This is an optimization exercise on Yosys and OpenROAD, whose aim is small area, a short achievable clock period and few clock cycles, not a production implementation.
In this exercise RTL edits were held to simulation tests only and were not proved equivalent to the original.
No activity file was given, so power comes from the tool's default toggle rates.

`flow/run.sh`:
```
#!/bin/bash
# synth_recipe.tcl (not shown) runs the flow's synth.tcl, then flattens the netlist and writes it again
# the make line also repeats each setting of config.mk as NAME=value (left out here)
make -C /OpenROAD-flow-scripts/flow DESIGN_CONFIG=/design/flow/config.mk WORK_HOME=/design/flow/orfs CLKGATE_MAP_FILE= SYNTH_SCRIPT=/design/flow/synth_recipe.tcl finish
```
`flow/config.mk`:
```
export PLATFORM = sky130hd
export DESIGN_NAME = frame_codec
export DESIGN_NICKNAME = frame_codec
export VERILOG_FILES = /design/flow/design.v
export SDC_FILE = /design/flow/constraint.sdc
export NUM_CORES = 4
export LEC_CHECK = 0
export CAP_MARGIN = 20
export CORE_MARGIN = 2
export CORE_UTILIZATION = 40
export SLEW_MARGIN = 20
```
`flow/constraint.sdc`:
```
create_clock -name core_clock -period 6.0 [get_ports {clk}]
set_input_delay 1.2000 -clock core_clock [delete_from_list [all_inputs] [get_ports {clk}]]
set_output_delay 1.2000 -clock core_clock [all_outputs]
set_load 0.01 [all_outputs]
```
`flow/design.v`:
```
module message_id_packer (
    input  wire [7:0]  sid_raw,
    input  wire [7:0]  nid_raw,
    output wire        out_of_range,
    output wire [31:0] addr
);
    assign out_of_range = (sid_raw > 8'd31) || (nid_raw > 8'd63);
    assign addr = {21'd0, sid_raw[4:0], nid_raw[5:0]};
endmodule
module frame_header_encoder (
    input  wire       ft,
    input  wire       aw,
    input  wire [3:0] len,
    output wire [7:0] cfg
);
    assign cfg = {2'b11, aw, ft, len};
endmodule
module frame_serializer (
    input  wire         clk,
    input  wire         rst,
    input  wire         req_valid,
    output wire         req_ready,
    input  wire         op,           
    input  wire         ft,
    input  wire         aw,
    input  wire [31:0]  raw_id,
    input  wire [7:0]   sid_raw,
    input  wire [7:0]   nid_raw,
    input  wire [7:0]   plen,
    input  wire [119:0] pay,
    output wire         tx_valid,
    output reg  [7:0]   tx_data,
    output wire         tx_last,
    input  wire         tx_ready,
    output wire         resp_valid,
    output wire [2:0]   status,
    output wire [4:0]   wire_len
);
    localparam [2:0] ST_OK = 3'd0, ST_RANGE = 3'd1, ST_LEN = 3'd2;
    localparam [1:0] S_IDLE = 2'd0, S_SEND = 2'd1, S_ERR = 2'd2;
    reg [1:0]   state;
    reg [2:0]   r_status;
    reg         r_ft, r_aw;
    reg [31:0]  r_id;
    reg [3:0]   r_len;
    reg [119:0] r_pay;
    reg [4:0]   idx;
    wire        pack_oor;
    wire [31:0] pack_addr;
    message_id_packer u_pack (
        .sid_raw(sid_raw), .nid_raw(nid_raw),
        .out_of_range(pack_oor), .addr(pack_addr)
    );
    wire [31:0] req_id  = op ? pack_addr : raw_id;
    wire        id_oor  = op ? pack_oor : (!aw && raw_id[31:16] != 16'd0);
    wire        len_bad = plen > 8'd15;
    wire [7:0] cfg;
    frame_header_encoder u_hdr (.ft(r_ft), .aw(r_aw), .len(r_len), .cfg(cfg));
    wire [2:0] nbytes   = r_aw ? 3'd4 : 3'd2;
    wire [4:0] last_idx = 5'd2 + {2'd0, nbytes} + {1'b0, r_len};
    assign req_ready = (state == S_IDLE);
    assign tx_valid  = (state == S_SEND);
    assign tx_last   = (state == S_SEND) && (idx == last_idx);
    always @(*) begin
        if (idx == 5'd0)
            tx_data = 8'hAA;
        else if (idx == 5'd1)
            tx_data = cfg;
        else if (idx < 5'd2 + {2'd0, nbytes})
            tx_data = r_id[8*(idx-5'd2) +: 8];
        else if (idx < last_idx)
            tx_data = r_pay[8*(idx-5'd2-{2'd0, nbytes}) +: 8];
        else
            tx_data = 8'h55;
    end
    assign resp_valid = (state == S_ERR) || (tx_last && tx_ready);
    assign status     = (state == S_ERR) ? r_status : ST_OK;
    assign wire_len   = (state == S_ERR) ? 5'd0 : last_idx + 5'd1;
    always @(posedge clk) begin
        if (rst) begin
            state <= S_IDLE;
        end else begin
            case (state)
                S_IDLE: if (req_valid) begin
                    r_ft  <= ft;
                    r_aw  <= aw;
                    r_id  <= req_id;
                    r_len <= plen[3:0];
                    r_pay <= pay;
                    idx   <= 5'd0;
                    if (id_oor) begin
                        r_status <= ST_RANGE;
                        state    <= S_ERR;
                    end else if (len_bad) begin
                        r_status <= ST_LEN;
                        state    <= S_ERR;
                    end else begin
                        state <= S_SEND;
                    end
                end
                S_SEND: if (tx_ready) begin
                    if (tx_last)
                        state <= S_IDLE;
                    else
                        idx <= idx + 5'd1;
                end
                default: state <= S_IDLE;
            endcase
        end
    end
endmodule
module frame_deserializer (
    input  wire         clk,
    input  wire         rst,
    input  wire         req_valid,
    output wire         req_ready,
    input  wire         rx_valid,
    input  wire [7:0]   rx_data,
    input  wire         rx_timeout,
    output wire         rx_ready,
    output reg          resp_valid,
    output reg  [2:0]   status,
    output wire         ft,
    output wire         aw,
    output wire [25:0]  sid,
    output wire [5:0]   nid,
    output wire [3:0]   plen,
    output wire [119:0] pay
);
    localparam [2:0] ST_OK = 3'd0, ST_DESYNC = 3'd3, ST_TRUNC = 3'd4;
    localparam [2:0] S_IDLE = 3'd0, S_START = 3'd1, S_CFG = 3'd2,
                     S_ADDR = 3'd3, S_PAY = 3'd4, S_END = 3'd5;
    reg [2:0]   state;
    reg [7:0]   rx_cfg;
    reg [31:0]  rx_acc;
    reg [3:0]   rx_cnt;
    reg [119:0] rx_buf;
    assign ft   = rx_cfg[4];
    assign aw   = rx_cfg[5];
    assign plen = rx_cfg[3:0];
    assign sid  = rx_acc[31:6];
    assign nid  = rx_acc[5:0];
    assign pay  = rx_buf;
    wire [3:0] nbytes = rx_cfg[5] ? 4'd4 : 4'd2;
    assign req_ready = (state == S_IDLE);
    assign rx_ready  = (state != S_IDLE);
    wire ev_byte = rx_ready && rx_valid;
    wire ev_none = rx_ready && !rx_valid && rx_timeout;
    always @(posedge clk) begin
        if (rst) begin
            state      <= S_IDLE;
            resp_valid <= 1'b0;
        end else begin
            resp_valid <= 1'b0;
            case (state)
                S_IDLE: if (req_valid) state <= S_START;
                S_START: begin
                    if (ev_byte && rx_data == 8'hAA) begin
                        state <= S_CFG;
                    end else if (ev_byte || ev_none) begin
                        status     <= ST_DESYNC;
                        resp_valid <= 1'b1;
                        state      <= S_IDLE;
                    end
                end
                S_CFG: begin
                    if (ev_byte) begin
                        rx_cfg <= rx_data;
                        rx_acc <= 32'd0;
                        rx_cnt <= 4'd0;
                        state  <= S_ADDR;
                    end else if (ev_none) begin
                        status     <= ST_TRUNC;
                        resp_valid <= 1'b1;
                        state      <= S_IDLE;
                    end
                end
                S_ADDR: begin
                    if (ev_byte) begin
                        rx_acc[8*rx_cnt[1:0] +: 8] <= rx_data;
                        if (rx_cnt + 4'd1 < nbytes) begin
                            rx_cnt <= rx_cnt + 4'd1;
                        end else begin
                            rx_cnt <= 4'd0;
                            state  <= (rx_cfg[3:0] != 4'd0) ? S_PAY : S_END;
                        end
                    end else if (ev_none) begin
                        status     <= ST_TRUNC;
                        resp_valid <= 1'b1;
                        state      <= S_IDLE;
                    end
                end
                S_PAY: begin
                    if (ev_byte) begin
                        rx_buf[8*rx_cnt +: 8] <= rx_data;
                        if (rx_cnt + 4'd1 < rx_cfg[3:0])
                            rx_cnt <= rx_cnt + 4'd1;
                        else
                            state <= S_END;
                    end else if (ev_none) begin
                        status     <= ST_TRUNC;
                        resp_valid <= 1'b1;
                        state      <= S_IDLE;
                    end
                end
                S_END: begin
                    if (ev_byte || ev_none) begin
                        status     <= (ev_byte && rx_data == 8'h55) ? ST_OK : ST_TRUNC;
                        resp_valid <= 1'b1;
                        state      <= S_IDLE;
                    end
                end
                default: state <= S_IDLE;
            endcase
        end
    end
endmodule
module frame_codec (
    input  wire         clk,
    input  wire         rst,
    input  wire         tx_req_valid,
    output wire         tx_req_ready,
    input  wire         tx_op,
    input  wire         tx_ft,
    input  wire         tx_aw,
    input  wire [31:0]  tx_raw_id,
    input  wire [7:0]   tx_sid,
    input  wire [7:0]   tx_nid,
    input  wire [7:0]   tx_plen,
    input  wire [119:0] tx_pay,
    output wire         tx_valid,
    output wire [7:0]   tx_data,
    output wire         tx_last,
    input  wire         tx_ready,
    output wire         tx_resp_valid,
    output wire [2:0]   tx_status,
    output wire [4:0]   tx_wire_len,
    input  wire         rx_req_valid,
    output wire         rx_req_ready,
    input  wire         rx_valid,
    input  wire [7:0]   rx_data,
    input  wire         rx_timeout,
    output wire         rx_ready,
    output wire         rx_resp_valid,
    output wire [2:0]   rx_status,
    output wire         rx_ft,
    output wire         rx_aw,
    output wire [25:0]  rx_sid,
    output wire [5:0]   rx_nid,
    output wire [3:0]   rx_plen,
    output wire [119:0] rx_pay
);
    frame_serializer u_tx (
        .clk(clk), .rst(rst),
        .req_valid(tx_req_valid), .req_ready(tx_req_ready),
        .op(tx_op), .ft(tx_ft), .aw(tx_aw), .raw_id(tx_raw_id),
        .sid_raw(tx_sid), .nid_raw(tx_nid), .plen(tx_plen), .pay(tx_pay),
        .tx_valid(tx_valid), .tx_data(tx_data), .tx_last(tx_last), .tx_ready(tx_ready),
        .resp_valid(tx_resp_valid), .status(tx_status), .wire_len(tx_wire_len)
    );
    frame_deserializer u_rx (
        .clk(clk), .rst(rst),
        .req_valid(rx_req_valid), .req_ready(rx_req_ready),
        .rx_valid(rx_valid), .rx_data(rx_data), .rx_timeout(rx_timeout), .rx_ready(rx_ready),
        .resp_valid(rx_resp_valid), .status(rx_status),
        .ft(rx_ft), .aw(rx_aw), .sid(rx_sid), .nid(rx_nid), .plen(rx_plen), .pay(rx_pay)
    );
endmodule
```
==> impl_metrics.ini <==
[synthesis]
synth-main-ff-cell = sky130_fd_sc_hd__edfxtp_1
synth_net_count = 1273
post_synth_main_area_contributors = sky130_fd_sc_hd__edfxtp_1 65%, sky130_fd_sc_hd__mux2_2 5.3%, sky130_fd_sc_hd__mux4_2 4.8%, sky130_fd_sc_hd__nor2b_1 2.5%, sky130_fd_sc_hd__ha_1 2.1%
syn_area_mm2 = 0.0152
synth_top_cell_area_share = 0.651
synth_edf_count = 329
yosys_warnings = 2
syn-instance-count = 1052
synth.yosys.seq_area_share = 0.659
synthTopCellsByCount = 329 x sky130_fd_sc_hd__edfxtp_1, 85 x sky130_fd_sc_hd__nand2_1, 79 x sky130_fd_sc_hd__nor2_1
avgSynthCellArea_um2 = 14.4
yosys.cell_count.top_type = sky130_fd_sc_hd__edfxtp_1
synthArstFlopShare = 0
synth.distinct_cells = 69
synth_largest_area_cell = sky130_fd_sc_hd__edfxtp_1
ys_ff_latch = 335

[sta]
grt_setup_unrepaired = no
setup_total_neg_slack_ps = 0
final_slew_violations = 0
timing.final.crit_period_ps = 5620
clock_skew_after_layout_ps = 10.8
hold_ws_ps = 564
final-setup-viol-count = 0
timing.fmax_mhz = 178
timing.max_slew.rel_slack = 0.329
timing.final.crit_share = 0.936
final-hold-violation-count = 0
worstMarginPinSlew_ps = 999

[clock_tree]
tritoncts_num_sinks = 335
number_of_instances_resized_during_post_cts_repair = 0
post_cts.repair.setup_buffers = 0
clock_tree.root_cell = sky130_fd_sc_hd__clkbuf_16
htree_num_levels = 2
clock_insertion_delay_at_the_later_pin_of_the_skew_report_ps = 530
clock_path_buffers = 3
cts_inserted_buffers = 38
tritoncts_clock_tree = built
hold_buffers = 0
cts.reportedPaths.clkPinSlew_ps = 60

[grt]
grt_pass1_wl_um = 63500
first_global_vias = 10200
maximum_number_of_pins_on_one_net_before_global_route_repair = 121
globalRouteTotalUtil = 0.218
total_global_routing_overflow = 0
antenna_found_initial = 3

[floorplan]
die_width_um = 199
std_cell_rows = 71
die_height_um = 199
num_io_pins = 378
initial_utilization = 0.405
coreArea_mm2 = 0.0375
design.die.area_mm2 = 0.0395

[setup_path]
cp-startpoint = u_tx.idx[1]$_SDFFCE_PN0P_
timing.critical_path.required_ps = 4800
critical_path.max_fanout = 17
timing_worst_setup_path_type = reg2out
worst_setup_end_kind = primary output
rr_startpoint = u_rx.rx_cnt[0]$_DFFE_PP_
worst_setup_path_start_kind = flop
cp_data_arrival_time_ps = 4420

[routing]
detail-route-antenna-nets = 0
wl_per_cell_um = 21.9
vias_per_cell = 5.20
wl_um = 43400
remaining_drc_errors = 0
via_count = 10300
initialDrtViolationCount = 751
drt-pass1-iter-count = 5

[final_layout]
area_growth_syn_to_layout_pct = 36.8
final_core_util = 0.554
finalInstanceArea_mm2 = 0.0208
final_layout_size_suffix_gt1_frac = 0.138
nets_finish = 1658
n_fill_cell = 3165
fin_cells = 1981

[place]
detailedPlacementHpwl_um = 31500
placed_cells_incl_taps = 1908
routabilityCongestion = 0.812
place_area_mm2 = 0.0196
io_buffers = 376

[status]
outcome = finished clean

[power_and_ir_drop]
ir_drop_mv = 0.137
power.static_leakage_nw = 7.26
power_density_mw_per_mm2 = 256

[min_path]
hold_path_startpoint = u_rx.rx_buf[87]$_DFFE_PP_
timing.hold.worst.class = reg2reg

[flow_run]
max_cap_viol_count = 0
final timing paths:
kind              depth (start not counted)  slack, ps                         end
setup / recovery                         12        380                  tx_data[4]
hold / removal                            1        560   u_rx.rx_buf[87]$_DFFE_PP_
setup reg to reg                          7       2280  u_rx.rx_buf[118]$_DFFE_PP_
hold reg to reg                           1        560   u_rx.rx_buf[87]$_DFFE_PP_
cell families after synthesis:
family / count (synthesis) / synth area share
flops: 335 / 0.659
other cells: 1 / 0.000247
xor+xnor: 12 / 0.00792
simple gates: 310 / 0.104
buf+inv: 83 / 0.0250
mux: 111 / 0.106
compound gates: 173 / 0.0755
fa+ha+maj: 27 / 0.0228
critical path, stage by stage, from the launching register on:
cell and delay, ps:
sky130_fd_sc_hd__edfxtp_1 320, sky130_fd_sc_hd__buf_4 240, sky130_fd_sc_hd__inv_1 140, sky130_fd_sc_hd__ha_1 430, sky130_fd_sc_hd__fa_1 540, sky130_fd_sc_hd__buf_4 220, sky130_fd_sc_hd__and2_1 370, sky130_fd_sc_hd__a22oi_1 150
sky130_fd_sc_hd__o21ai_0 440, sky130_fd_sc_hd__o21ai_0 120, sky130_fd_sc_hd__o21ai_0 180, sky130_fd_sc_hd__a22o_1 190, sky130_fd_sc_hd__clkdlybuf4s50_1 550
through the flow:
| step | setup WS [ps] | power, mW |
|---|---|---|
| 2_1_floorplan | -38.9 | 2.90 |
| 3_3_place_gp | 1000 | 3.15 |
| 3_5_place_dp | 960 | 3.16 |
| 4_1_cts | 357 | 5.36 |
| 5_1_grt | 48.7 | 5.50 |
| 6_report | 382 | 5.31 |
layer usage:
layer | share of wire | up-vias | routed length [um] | track usage
li1 | - | 4778 | - | -
met1 | 0.40 | 5080 | 17300 | 0.271
met2 | 0.50 | 371 | 21900 | 0.376
met3 | 0.069 | 67 | 3000 | 0.0468
met4 | 0.028 | 0 | 1230 | 0.0777
met5 | 0 | - | 0 | 0
flip-flops by register name, summed over array words and instances, names as in the netlist:
name	count
u_rx.status	2
u_tx.r_ft	1
u_rx.resp_valid	1
u_rx.rx_acc	32
u_rx.rx_buf	120
u_tx.r_status	2
u_rx.rx_cfg	6
u_tx.idx	5
u_tx.r_id	32
u_tx.r_aw	1
u_rx.rx_cnt	4
u_rx.state	3
u_tx.r_pay	120
u_tx.state	2
u_tx.r_len	4
cell usage in the layout, fill, tap and decap left out, types with 4 or more instances in the layout:
cell type	count
sky130_fd_sc_hd__a21boi_0	4
sky130_fd_sc_hd__a21oi_1	44
sky130_fd_sc_hd__a22o_1	27
sky130_fd_sc_hd__a22oi_1	6
sky130_fd_sc_hd__a31oi_1	4
sky130_fd_sc_hd__a32o_1	8
sky130_fd_sc_hd__and2_1	10
sky130_fd_sc_hd__buf_4	21
sky130_fd_sc_hd__clkbuf_1	12
sky130_fd_sc_hd__clkbuf_16	41
sky130_fd_sc_hd__clkdlybuf4s50_1	376
sky130_fd_sc_hd__clkinv_1	6
sky130_fd_sc_hd__clkinv_2	8
sky130_fd_sc_hd__dfxtp_1	6
sky130_fd_sc_hd__edfxtp_1	329
sky130_fd_sc_hd__ha_1	25
sky130_fd_sc_hd__inv_1	24
sky130_fd_sc_hd__mux2_2	71
sky130_fd_sc_hd__mux2i_1	5
sky130_fd_sc_hd__mux4_2	32
sky130_fd_sc_hd__nand2_1	85
sky130_fd_sc_hd__nand2_4	4
sky130_fd_sc_hd__nand2b_1	7
sky130_fd_sc_hd__nand3_1	16
sky130_fd_sc_hd__nand4_1	7
sky130_fd_sc_hd__nor2_1	77
sky130_fd_sc_hd__nor2b_1	59
sky130_fd_sc_hd__nor3_1	6
sky130_fd_sc_hd__nor3b_1	5
sky130_fd_sc_hd__nor4_1	9
sky130_fd_sc_hd__o2111ai_1	4
sky130_fd_sc_hd__o21ai_0	56
sky130_fd_sc_hd__xor2_1	7
power breakdown:
| part | internal (mW) | switching, mW |
|---|---|---|
| clock | 1.29 | 0.911 |
| combinational | 0.251 | 0.213 |
| sequential | 2.62 | 0.0231 |
| total | 4.16 | 1.15 |
layout make-up:
cell class	instances	area (um^2)	area share
well taps	511	639	0.0308
diodes	3	7.51	0.000362
clock buffers	53	1070	0.0516
clock inverters	17	114	0.00548
flip-flops and latches	335	10000	0.482
inverters	26	97.6	0.00470
multi-input cells	634	4820	0.232
repair buffers	402	4010	0.193
Testbench counts, summed over its fixed seeds: cycles 54,368.

-- re-timing with driven ports --
The results above use ideal ports. As a check the final layout listed here was re-extracted and re-timed, cells and wires unchanged.
Step 1 sets driving cells, clkbuf_16 on the clock port and buf_2 on the other inputs (assumed; they add their load-dependent delay and slew).
Step 2 moves the port delays by t, midway between the first and last clock arrival at a register: inputs arrive t later, outputs are due t later. That takes back most of the time a late clock gives input paths.
a / b / c = ideal / step 1 / step 2; a / b = the first two.
t, ns: 0.577
setup slack, ns: 0.382 / 0.326 / 0.903
worst data-port slew with drivers (ns): 0.12
After both steps setup and hold are still met in this run. The setup slack of this run moves by -0.056 ns with the drivers and by +0.521 ns with both steps.
